From an optimization exercise on the open Yosys and OpenROAD flow, aimed at small area, a short achievable clock period and few clock cycles; shortcuts taken in it are not production practice.
Only the layout flow was run in this run; the RTL was not checked for function there.
Power is estimated from default activity; no workload was simulated.

<file path="design/flow/run.sh">
#!/bin/bash
# synth_recipe.tcl (not shown) runs the flow's synth.tcl, then flattens the netlist and writes it again
# the make line also repeats each setting of config.mk as NAME=value (left out here)
make -C /OpenROAD-flow-scripts/flow DESIGN_CONFIG=/design/flow/config.mk WORK_HOME=/design/flow/orfs CLKGATE_MAP_FILE= SYNTH_SCRIPT=/design/flow/synth_recipe.tcl finish
</file>
<file path="design/flow/config.mk">
export PLATFORM = sky130hd
export DESIGN_NAME = kspc_link
export DESIGN_NICKNAME = kspc_link
export VERILOG_FILES = /design/flow/design.v
export SDC_FILE = /design/flow/constraint.sdc
export NUM_CORES = 4
export LEC_CHECK = 0
export CAP_MARGIN = 20
export CORE_MARGIN = 2
export CORE_UTILIZATION = 40
export SLEW_MARGIN = 20
</file>
<file path="design/flow/constraint.sdc">
create_clock -name core_clock -period 10.0 [get_ports {clk}]
set_input_delay 2.0000 -clock core_clock [delete_from_list [all_inputs] [get_ports {clk}]]
set_output_delay 2.0000 -clock core_clock [all_outputs]
set_load 0.01 [all_outputs]
</file>
<file path="design/flow/design.v">
module kspc_link (
    input  wire        clk,
    input  wire        reset,         
    input  wire        cmd_valid,
    output wire        cmd_ready,
    input  wire [23:0] cmd_word,
    output wire        rsp_valid,
    output wire [15:0] rsp_word,
    input  wire        rx_avail,
    input  wire [7:0]  rx_data,
    output wire        rx_pop,
    output wire        tx_valid,
    output wire [7:0]  tx_data,
    input  wire        tx_ready,
    input  wire [31:0] now,
    output wire        connected
);
    localparam [7:0]  SYNC0         = 8'hBE;
    localparam [7:0]  SYNC1         = 8'hEF;
    localparam [7:0]  HANDSHAKE_LEN = 8'd4;
    localparam [7:0]  TELEMETRY_LEN = 8'd64;
    localparam [7:0]  CONTROL_TAG   = 8'h65;
    localparam [7:0]  CONTROL_LEN   = 8'd16;
    localparam [7:0]  HS_M1         = 8'd3;
    localparam [7:0]  HS_M2         = 8'd1;
    localparam [7:0]  HS_M3         = 8'd4;
    localparam [31:0] IDLE_TIMEOUT  = 32'd2000;
    localparam integer TLEN = 64;
    localparam integer CLEN = 16;
    localparam [2:0] SEEK0   = 3'd0;
    localparam [2:0] SEEK1   = 3'd1;
    localparam [2:0] LEN     = 3'd2;
    localparam [2:0] TAG     = 3'd3;
    localparam [2:0] PAYLOAD = 3'd4;
    localparam [2:0] CSUM    = 3'd5;
    localparam [7:0] OP_NOP   = 8'h00;
    localparam [7:0] OP_POLL  = 8'h01;
    localparam [7:0] OP_SENDC = 8'h02;
    localparam [7:0] OP_SENDH = 8'h03;
    localparam [7:0] OP_RST   = 8'h0F;
    localparam [7:0] OP_RDS   = 8'h10;
    localparam [7:0] OP_RDH   = 8'h11;
    localparam [7:0] OP_RDT   = 8'h12;
    localparam [7:0] OP_RDC   = 8'h13;
    localparam [7:0] OP_WRC   = 8'h20;
    localparam [7:0] ST_OK       = 8'h00;
    localparam [7:0] ST_NODATA   = 8'h10;
    localparam [7:0] ST_INCOMPL  = 8'h11;
    localparam [7:0] ST_ACCEPTED = 8'h12;
    localparam [7:0] ST_REJECTED = 8'h13;
    localparam [7:0] ST_ERROR    = 8'hE0;
    localparam [7:0] ERR_OPCODE  = 8'h01;
    localparam [7:0] ERR_OPERAND = 8'h02;
    localparam [7:0] ERR_RANGE   = 8'h03;
    localparam [7:0] ERR_RO      = 8'h04;
    localparam [7:0] REJ_LENGTH  = 8'h01;
    localparam [7:0] REJ_CSUM    = 8'h02;
    reg                 rdy_q;            
    reg                 pop_q;            
    reg                 txv_q;            
    reg                 rst_q;            
    reg                 rspv_q;
    reg  [15:0]         rsp_q;
    reg  [2:0]          rx_phase;
    reg  [7:0]          rx_len;
    reg  [7:0]          rx_idx;
    reg  [7:0]          rx_csum;
    reg                 scr_tag;          
    reg  [7:0]          scr [1:63];       
    reg  [7:0]          tel [1:63];       
    reg                 tel_v;            
    reg  [7:0]          hsr [1:3];        
    reg                 hsr_v;            
    reg  [7:0]          ctl [1:15];       
    reg                 conn;
    reg  [31:0]         last_ok;
    reg                 tx_ctl;           
    reg                 tx_ack;           
    reg  [4:0]          tx_pos;           
    reg  [7:0]          tx_q;
    reg  [7:0]          tx_acc;           
    assign cmd_ready = rdy_q;
    assign rx_pop    = pop_q;
    assign tx_valid  = txv_q;
    assign tx_data   = tx_q;
    assign rsp_valid = rspv_q;
    assign rsp_word  = rsp_q;
    assign connected = conn;
    wire do_reset = reset || rst_q;
    wire [7:0] op = cmd_word[23:16];
    wire [7:0] ca = cmd_word[15:8];
    wire [7:0] cd = cmd_word[7:0];
    wire accept = cmd_valid && rdy_q;
    reg  [7:0] op_size;
    always @(*) begin
        case (op)
            OP_RDS:  op_size = 8'd18;
            OP_RDH:  op_size = 8'd4;
            OP_RDT:  op_size = TELEMETRY_LEN;
            OP_RDC:  op_size = CONTROL_LEN;
            OP_WRC:  op_size = CONTROL_LEN;
            default: op_size = 8'd0;
        endcase
    end
    wire op_action = (op == OP_NOP) || (op == OP_POLL) || (op == OP_SENDC) ||
                     (op == OP_SENDH) || (op == OP_RST);
    wire op_read   = (op == OP_RDS) || (op == OP_RDH) || (op == OP_RDT) ||
                     (op == OP_RDC);
    wire op_write  = (op == OP_WRC);
    reg [7:0] cmd_err;    
    always @(*) begin
        if (!(op_action || op_read || op_write))
            cmd_err = ERR_OPCODE;
        else if (op_action && (ca != 8'd0 || cd != 8'd0))
            cmd_err = ERR_OPERAND;
        else if (op_read && cd != 8'd0)
            cmd_err = ERR_OPERAND;
        else if ((op_read || op_write) && ca >= op_size)
            cmd_err = ERR_RANGE;
        else if (op_write && ca == 8'd0)
            cmd_err = ERR_RO;
        else
            cmd_err = 8'd0;
    end
    wire cmd_ok = accept && (cmd_err == 8'd0);
    reg [7:0] csr_rd;
    always @(*) begin
        case (ca[4:0])
            5'd0:    csr_rd = {4'd0, rx_phase, conn};
            5'd1:    csr_rd = rx_len;
            5'd2:    csr_rd = rx_idx;
            5'd3:    csr_rd = rx_csum;
            5'd4:    csr_rd = last_ok[7:0];
            5'd5:    csr_rd = last_ok[15:8];
            5'd6:    csr_rd = last_ok[23:16];
            5'd7:    csr_rd = last_ok[31:24];
            5'd8:    csr_rd = TELEMETRY_LEN;
            5'd9:    csr_rd = CONTROL_LEN;
            5'd10:   csr_rd = CONTROL_TAG;
            5'd11:   csr_rd = HS_M1;
            5'd12:   csr_rd = HS_M2;
            5'd13:   csr_rd = HS_M3;
            5'd14:   csr_rd = IDLE_TIMEOUT[7:0];
            5'd15:   csr_rd = IDLE_TIMEOUT[15:8];
            5'd16:   csr_rd = IDLE_TIMEOUT[23:16];
            5'd17:   csr_rd = IDLE_TIMEOUT[31:24];
            default: csr_rd = 8'd0;
        endcase
    end
    wire [3:0] ctl_i  = txv_q ? (tx_pos[3:0] - 4'd2) : ca[3:0];
    wire [7:0] ctl_rd = (ctl_i == 4'd0) ? CONTROL_TAG : ctl[ctl_i];
    wire [7:0] tel_rd = (ca[5:0] == 6'd0) ? 8'h01 :
                        (tel_v ? tel[ca[5:0]] : 8'h00);
    wire [7:0] hsr_rd = (ca[1:0] == 2'd0 || !hsr_v) ? 8'h00 : hsr[ca[1:0]];
    reg [7:0] rd_data;
    always @(*) begin
        case (op[1:0])
            2'd0:    rd_data = csr_rd;    
            2'd1:    rd_data = hsr_rd;    
            2'd2:    rd_data = tel_rd;    
            default: rd_data = ctl_rd;    
        endcase
    end
    wire [7:0] b    = rx_data;
    wire       take = pop_q && rx_avail;
    wire len_match = ((b == 8'h00) && (rx_len == HANDSHAKE_LEN)) ||
                     ((b == 8'h01) && (rx_len == TELEMETRY_LEN));
    wire csum_ok   = (b == rx_csum);
    wire pay_last  = (rx_idx + 8'd1 == rx_len);
    wire in_tag  = (rx_phase == TAG);
    wire in_pay  = (rx_phase == PAYLOAD);
    wire in_csum = (rx_phase == CSUM);
    wire rx_done = in_csum || (in_tag && !len_match);    
    wire rx_acc  = in_csum && csum_ok;
    wire commit_t = take && rx_acc &&  scr_tag;
    wire commit_h = take && rx_acc && !scr_tag;
    wire [31:0] elapsed = now - last_ok;
    wire        expired = elapsed > IDLE_TIMEOUT;
    wire tx_last = tx_ctl ? (tx_pos == 5'd19) : (tx_pos == 5'd7);
    wire tx_fire = txv_q && tx_ready;
    reg [7:0] tx_nxt;
    always @(*) begin
        if (tx_ctl) begin
            case (tx_pos)
                5'd0:    tx_nxt = SYNC1;
                5'd1:    tx_nxt = CONTROL_LEN;
                5'd2:    tx_nxt = CONTROL_TAG;
                5'd18:   tx_nxt = tx_acc ^ tx_q;
                default: tx_nxt = ctl_rd;
            endcase
        end else begin
            case (tx_pos[2:0])
                3'd0:    tx_nxt = SYNC1;
                3'd1:    tx_nxt = HANDSHAKE_LEN;
                3'd2:    tx_nxt = 8'h00;
                3'd3:    tx_nxt = HS_M1;
                3'd4:    tx_nxt = HS_M2;
                3'd5:    tx_nxt = HS_M3;
                default: tx_nxt = 8'h02;    
            endcase
        end
    end
    always @(posedge clk) begin
        rspv_q <= 1'b0;
        if (do_reset) begin
            rdy_q    <= 1'b1;
            pop_q    <= 1'b0;
            txv_q    <= 1'b0;
            rst_q    <= 1'b0;
            rx_phase <= SEEK0;
            rx_len   <= 8'd0;
            rx_idx   <= 8'd0;
            rx_csum  <= 8'd0;
            conn     <= 1'b0;
            last_ok  <= 32'd0;
            if (!reset) begin
                rspv_q <= 1'b1;
                rsp_q  <= {ST_OK, 8'h00};
            end
        end else begin
            if (accept) begin
                rsp_q <= {ST_OK, 8'h00};
                if (cmd_err != 8'd0) begin
                    rspv_q <= 1'b1;
                    rsp_q  <= {ST_ERROR, cmd_err};
                end else begin
                    case (op)
                        OP_POLL: begin
                            if (rx_avail) begin
                                rdy_q <= 1'b0;
                                pop_q <= 1'b1;
                            end else begin
                                rspv_q <= 1'b1;
                                rsp_q  <= {ST_NODATA, 8'h00};
                                if (expired) begin
                                    conn    <= 1'b0;
                                    last_ok <= now;
                                end
                            end
                        end
                        OP_SENDC, OP_SENDH: begin
                            rdy_q  <= 1'b0;
                            txv_q  <= 1'b1;
                            tx_ctl <= (op == OP_SENDC);
                            tx_ack <= 1'b0;
                            tx_pos <= 5'd0;
                            tx_q   <= SYNC0;
                            tx_acc <= 8'd0;
                        end
                        OP_RST: begin
                            rdy_q <= 1'b0;
                            rst_q <= 1'b1;
                        end
                        OP_RDS, OP_RDH, OP_RDT, OP_RDC: begin
                            rspv_q <= 1'b1;
                            rsp_q  <= {ST_OK, rd_data};
                        end
                        default: begin    
                            rspv_q <= 1'b1;
                        end
                    endcase
                end
            end
            if (pop_q) begin
                if (rx_avail) begin
                    case (rx_phase)
                        SEEK0: begin
                            if (b == SYNC0) rx_phase <= SEEK1;
                        end
                        SEEK1: begin
                            if (b == SYNC1)      rx_phase <= LEN;
                            else if (b != SYNC0) rx_phase <= SEEK0;
                        end
                        LEN: begin
                            rx_len   <= b;
                            rx_phase <= TAG;
                        end
                        TAG: begin
                            if (len_match) begin
                                rx_idx   <= 8'd1;
                                rx_csum  <= rx_len ^ b;
                                rx_phase <= PAYLOAD;
                            end
                        end
                        PAYLOAD: begin
                            rx_csum <= rx_csum ^ b;
                            rx_idx  <= rx_idx + 8'd1;
                            if (pay_last) rx_phase <= CSUM;
                        end
                        default: ;
                    endcase
                    if (rx_done) begin
                        rx_phase <= SEEK0;
                        rx_len   <= 8'd0;
                        rx_idx   <= 8'd0;
                        rx_csum  <= 8'd0;
                        pop_q    <= 1'b0;
                        if (rx_acc) begin
                            conn    <= 1'b1;
                            last_ok <= now;
                        end else if (expired) begin
                            conn    <= 1'b0;
                            last_ok <= now;
                        end
                        if (rx_acc && !scr_tag) begin
                            txv_q  <= 1'b1;
                            tx_ctl <= 1'b0;
                            tx_ack <= 1'b1;
                            tx_pos <= 5'd0;
                            tx_q   <= SYNC0;
                        end else begin
                            rdy_q  <= 1'b1;
                            rspv_q <= 1'b1;
                            rsp_q  <= !in_csum ? {ST_REJECTED, REJ_LENGTH} :
                                      rx_acc   ? {ST_ACCEPTED, 7'd0, scr_tag} :
                                                 {ST_REJECTED, REJ_CSUM};
                        end
                    end
                end else begin
                    pop_q  <= 1'b0;
                    rdy_q  <= 1'b1;
                    rspv_q <= 1'b1;
                    rsp_q  <= {ST_INCOMPL, 8'h00};
                    if (expired) begin
                        conn    <= 1'b0;
                        last_ok <= now;
                    end
                end
            end
            if (tx_fire) begin
                if (tx_last) begin
                    txv_q  <= 1'b0;
                    rdy_q  <= 1'b1;
                    rspv_q <= 1'b1;
                    rsp_q  <= tx_ack ? {ST_ACCEPTED, 8'h00} : {ST_OK, 8'h00};
                end else begin
                    tx_pos <= tx_pos + 5'd1;
                    tx_q   <= tx_nxt;
                    if (tx_pos >= 5'd2)
                        tx_acc <= tx_acc ^ tx_q;
                end
            end
        end
    end
    integer i;
    always @(posedge clk) begin
        if (take && in_tag)
            scr_tag <= b[0];
        if (take && in_pay) begin
            scr[1] <= b;
            for (i = 2; i < 64; i = i + 1)
                scr[i] <= scr[i-1];
        end
    end
    always @(posedge clk) begin
        if (commit_t) begin
            tel_v <= 1'b1;
            for (i = 1; i < 64; i = i + 1)
                tel[i] <= scr[64-i];
        end
        if (do_reset) tel_v <= 1'b0;
    end
    always @(posedge clk) begin
        if (commit_h) begin
            hsr_v <= 1'b1;
            for (i = 1; i < 4; i = i + 1)
                hsr[i] <= scr[4-i];
        end
        if (do_reset) hsr_v <= 1'b0;
    end
    wire       wr_ok = cmd_ok && op_write;
    wire [7:0] ctl_d = cd & {8{!do_reset}};
    always @(posedge clk) begin
        for (i = 1; i < 16; i = i + 1)
            if (do_reset || (wr_ok && ca[3:0] == i))
                ctl[i] <= ctl_d;
    end
endmodule
</file>
==> results.yml <==
clock_tree:
  htreeDepth: 3
  clockBufferDepth: 3
  cts_tree: "built"
  clk_pin_slew_ns: 0.06
  cts.sinks: 1259
  postCtsSetupRepairBufs: 0
  cts_resized: 0
  clockRootBuffer: "clkbuf_16"
  clk_latency_ns: 0.74
  cts_buffers: 120
  cts_hold_buf: 0
final_layout:
  utilization_pct: 46.4
  drive_above_1_share_pct: 10.1
  syn_to_final_growth_pct: 15.5
  fillers: 10300
  nets: 3334
power_and_ir_drop:
  pwr-share-seq_pct: 53.8
  p_comb_share_pct: 3.7
  cellPowerDensity_nw_per_um2: 194
  power_switching_mw: 2.27
  p_int_mw: 8.49
  swShare_pct: 21.1
  vdd_drop_max_mv: 0.172
  p_leak_nw: 16.8
  p_clk_share_pct: 42.6
floorplan:
  core-area_um2: 119000
  start_util_pct: 40.2
  rows: 127
  die_h_um: 351
  die_w_um: 351
  die-area_um2: 123000
  ios: 98
setup_path:
  startpoint_type: "input port"
  slowest_delay_ns: 0.96
  crit_required_ns: 10.36
  worst_path_most_repeated_cell: "o31a_1"
  cpLargestDelayFamily: "simple AND/OR/NAND/NOR gates"
  crit_type: "input port to flip-flop"
  critPathMaxFanout: 8
  worstPathArrival_ns: 6.66
  end_kind: "flip-flop"
  worst-path-buf-inv: 2
  crit_path_top_delay_cell: "o21ai_0"
  path_cells: "clkdlybuf4s50_1, nor2_1, inv_1, nor3_1, and3b_1, nand2_1, ha_1, a21boi_0, o31a_1, o31a_1, or3_1, a211oi_2, and3_1, nand3_1, o21ai_0"
placed_design:
  gp_congestion: 0.947
  hpwlAfterDp_um: 97000
  dp_slack_ns: 2.97
  port_buffers: 97
synth:
  ys_async_sr_fraction_pct: 0
  synth-seq-area-share_pct: 77.3
  synthCells: 3024
  syn_area_um2: 48000
  ys_ff_latch: 1259
  syn-num-nets: 3138
  synth_flop_cell: "edfxtp_1"
  synth_edf_count: 1192
  yosysWarnings: 29
  yosysUniqueCellTypes: 83
  avgSynthCellArea_um2: 15.9
detailed_routing:
  dr.pass1.iters: 9
  drt_wl_total_um: 145000
  viasPerCell: 6.04
  first_iter_violations: 4646
  vias: 29800
  wire_per_inst_um: 29.4
  drc: 0
  ant_nets: 0
sta:
  fmax_mhz: 159
  slew-limit-headroom_pct: 19.1
  post-route-min-period_ns: 6.30
  worst_slack_ns: 3.70
  timing.final.hold_violations: 0
  drv_slew: 0
  setup_tns_ns: 0
  setup_viol: 0
  fin_skew_ns: 0.0822
  rsz0062_at_grt: "no"
  min_period_over_period_pct: 63.0
  worst_slew_pin_slew_ns: 1.20
min_path:
  holdCritPathClass: "flip-flop to flip-flop"
global_route:
  grtUsageTotal_pct: 23.2
  grt-ovfl-total: 0
  grt_pass1_wl_um: 204000
  grt_start_max_net_pins: 183
  first_global_vias: 27700
  antenna_found_initial: 3
status:
  status: "no timing/DRC/antenna violations"
run:
  drv_cap: 0
==> stage by stage <==
| stage | area [µm²] | hold WS [ns] | instances | power [mW] |
|---|---|---|---|---|
| 3_5_place_dp | 51500 | 0.405 | 4710 | 6.28 |
| 3_3_place_gp | 51500 | 0.401 | 4709 | 6.28 |
| 6_report | 55500 | 0.416 | 4934 | 10.8 |
| 2_1_floorplan | 48100 | 0.400 | 3024 | 6.10 |
| 5_1_grt | 55400 | 0.425 | 4930 | 11.1 |
| 4_1_cts | 55400 | 0.418 | 4930 | 10.8 |
==> cells by family (layout without fill, tap and decap cells) <==
| group | Yosys count | in the layout | synth area share, % |
|---|---|---|---|
| buf+inv | 168 | 462 | 1.43 |
| fa+ha+maj | 45 | 45 | 1.19 |
| mux | 37 | 37 | 0.792 |
| xor+xnor | 46 | 46 | 0.839 |
| flops | 1259 | 1259 | 77.3 |
| simple gates | 682 | 682 | 7.02 |
| compound gates | 787 | 787 | 11.4 |
| other cells | 0 | 4 | 0 |
==> layout make-up <==
cell class / count / area, µm² / share of cell area (%)
clock buffers: 148 / 3110 / 5.60
clock inverters: 72 / 853 / 1.54
inverters: 60 / 229 / 0.413
diodes: 4 / 10.0 / 0.0181
multi-input cells: 1597 / 10400 / 18.8
repair buffers: 182 / 1670 / 3.00
flip-flops and latches: 1259 / 37100 / 67.0
well taps: 1612 / 2020 / 3.64
==> routing by layer <==
layer / vias up / share of wire, % / track usage [%]
li1: 12600 / - / -
met1: 15000 / 41 / 33.4
met2: 1910 / 44 / 34.7
met3: 323 / 11 / 4.89
met4: 2 / 4.0 / 8.12
met5: - / 0.038 / 0.314
==> state kept, by name, summed over array words and instances (netlist names), 3 cells and up <==
signal,cells
ctl,120
tel,504
tx_q,8
rx_phase,3
rx_idx,8
last_ok,32
rx_csum,8
rsp_q,16
tx_acc,8
hsr,24
tx_pos,5
scr,504
rx_len,8
==> power groups by stage <==
stage	Sequential, mW	Combinational [mW]	Clock [mW]
final	5.79	0.396	4.58
after global routing	5.79	0.420	4.86
after CTS	5.78	0.388	4.65
after detailed placement	5.90	0.386	0
after global placement	5.90	0.386	0
after floorplan	5.88	0.216	0
==> cells in the mapped netlist (all sizes together) (24+ instances only) <==
cell type,instances,area (µm²)
nor3,46,230
a22oi,287,2150
mux2i,29,290
a21oi,147,736
edfxtp,1192,35800
nor4,29,196
and2,31,194
o211ai,43,333
nor2,179,672
nand3,89,445
clkbuf,84,315
ha,44,551
o21ai,101,505
dfxtp,67,1340
buf,24,146
nand2,161,604
nand4,56,350
inv,59,221
xnor2,26,228
==> final timing paths <==
path,depth (start not counted),from,slack (ns),to
worst min register to register,0,scr[8][1],0.42,scr[9][1]
worst max register to register,14,last_ok[0],5.73,last_ok[15]
worst max-delay path,15,cmd_word[19],3.70,ctl[14][4]
worst min-delay path,0,scr[8][1],0.42,scr[9][1]
==> layout by cell type (no fill, tap or decap), drive strengths merged, types with 14 or more instances in the layout <==
master,synthesis,routed
o21ai,101,101
nand2,161,161
dfxtp,67,67
a21o,21,21
edfxtp,1192,1192
buf,24,87
nor4,29,29
o21a,14,14
nor2,179,179
clkdlybuf4s50,0,95
mux2i,29,29
nand4,56,56
and3,14,14
ha,44,44
nand2b,15,15
o211ai,43,43
xor2,20,20
a22oi,287,287
xnor2,26,26
nand3,89,89
a221oi,22,22
bufinv,0,15
and2,31,31
clkinv,1,49
inv,59,61
nor3,46,46
clkbuf,84,148
a21oi,147,147

-- separate check: timing with driven ports --
Ports are ideal in the flow. The routed layout listed here was re-timed in OpenROAD. Step 1 (the two cells are an assumption about what drives the block):
set clk [get_ports {clk}]
set_driving_cell -lib_cell sky130_fd_sc_hd__clkbuf_16 $clk
set_driving_cell -lib_cell sky130_fd_sc_hd__buf_2 [delete_from_list [all_inputs] $clk]
Step 2 times the ports against the registers' clock, not the clock port: input delays grow and output delays shrink by t, the midpoint of the rising clock arrivals with the driver on. Three values: ideal ports, drivers, drivers and shift; two values: the first two.
t, ns: 0.771
setup slack, ns: 3.702 / 3.744 / 2.973
clock arrival spread, ns: 0.083 / 0.084
slew at the worst register clock pin (ns): 0.07 / 0.07
cell pins on the clock port's net: 1
After both steps this run still meets setup and hold. For this run, drivers alone change the setup slack by +0.042 ns; drivers and shift together by -0.729 ns.
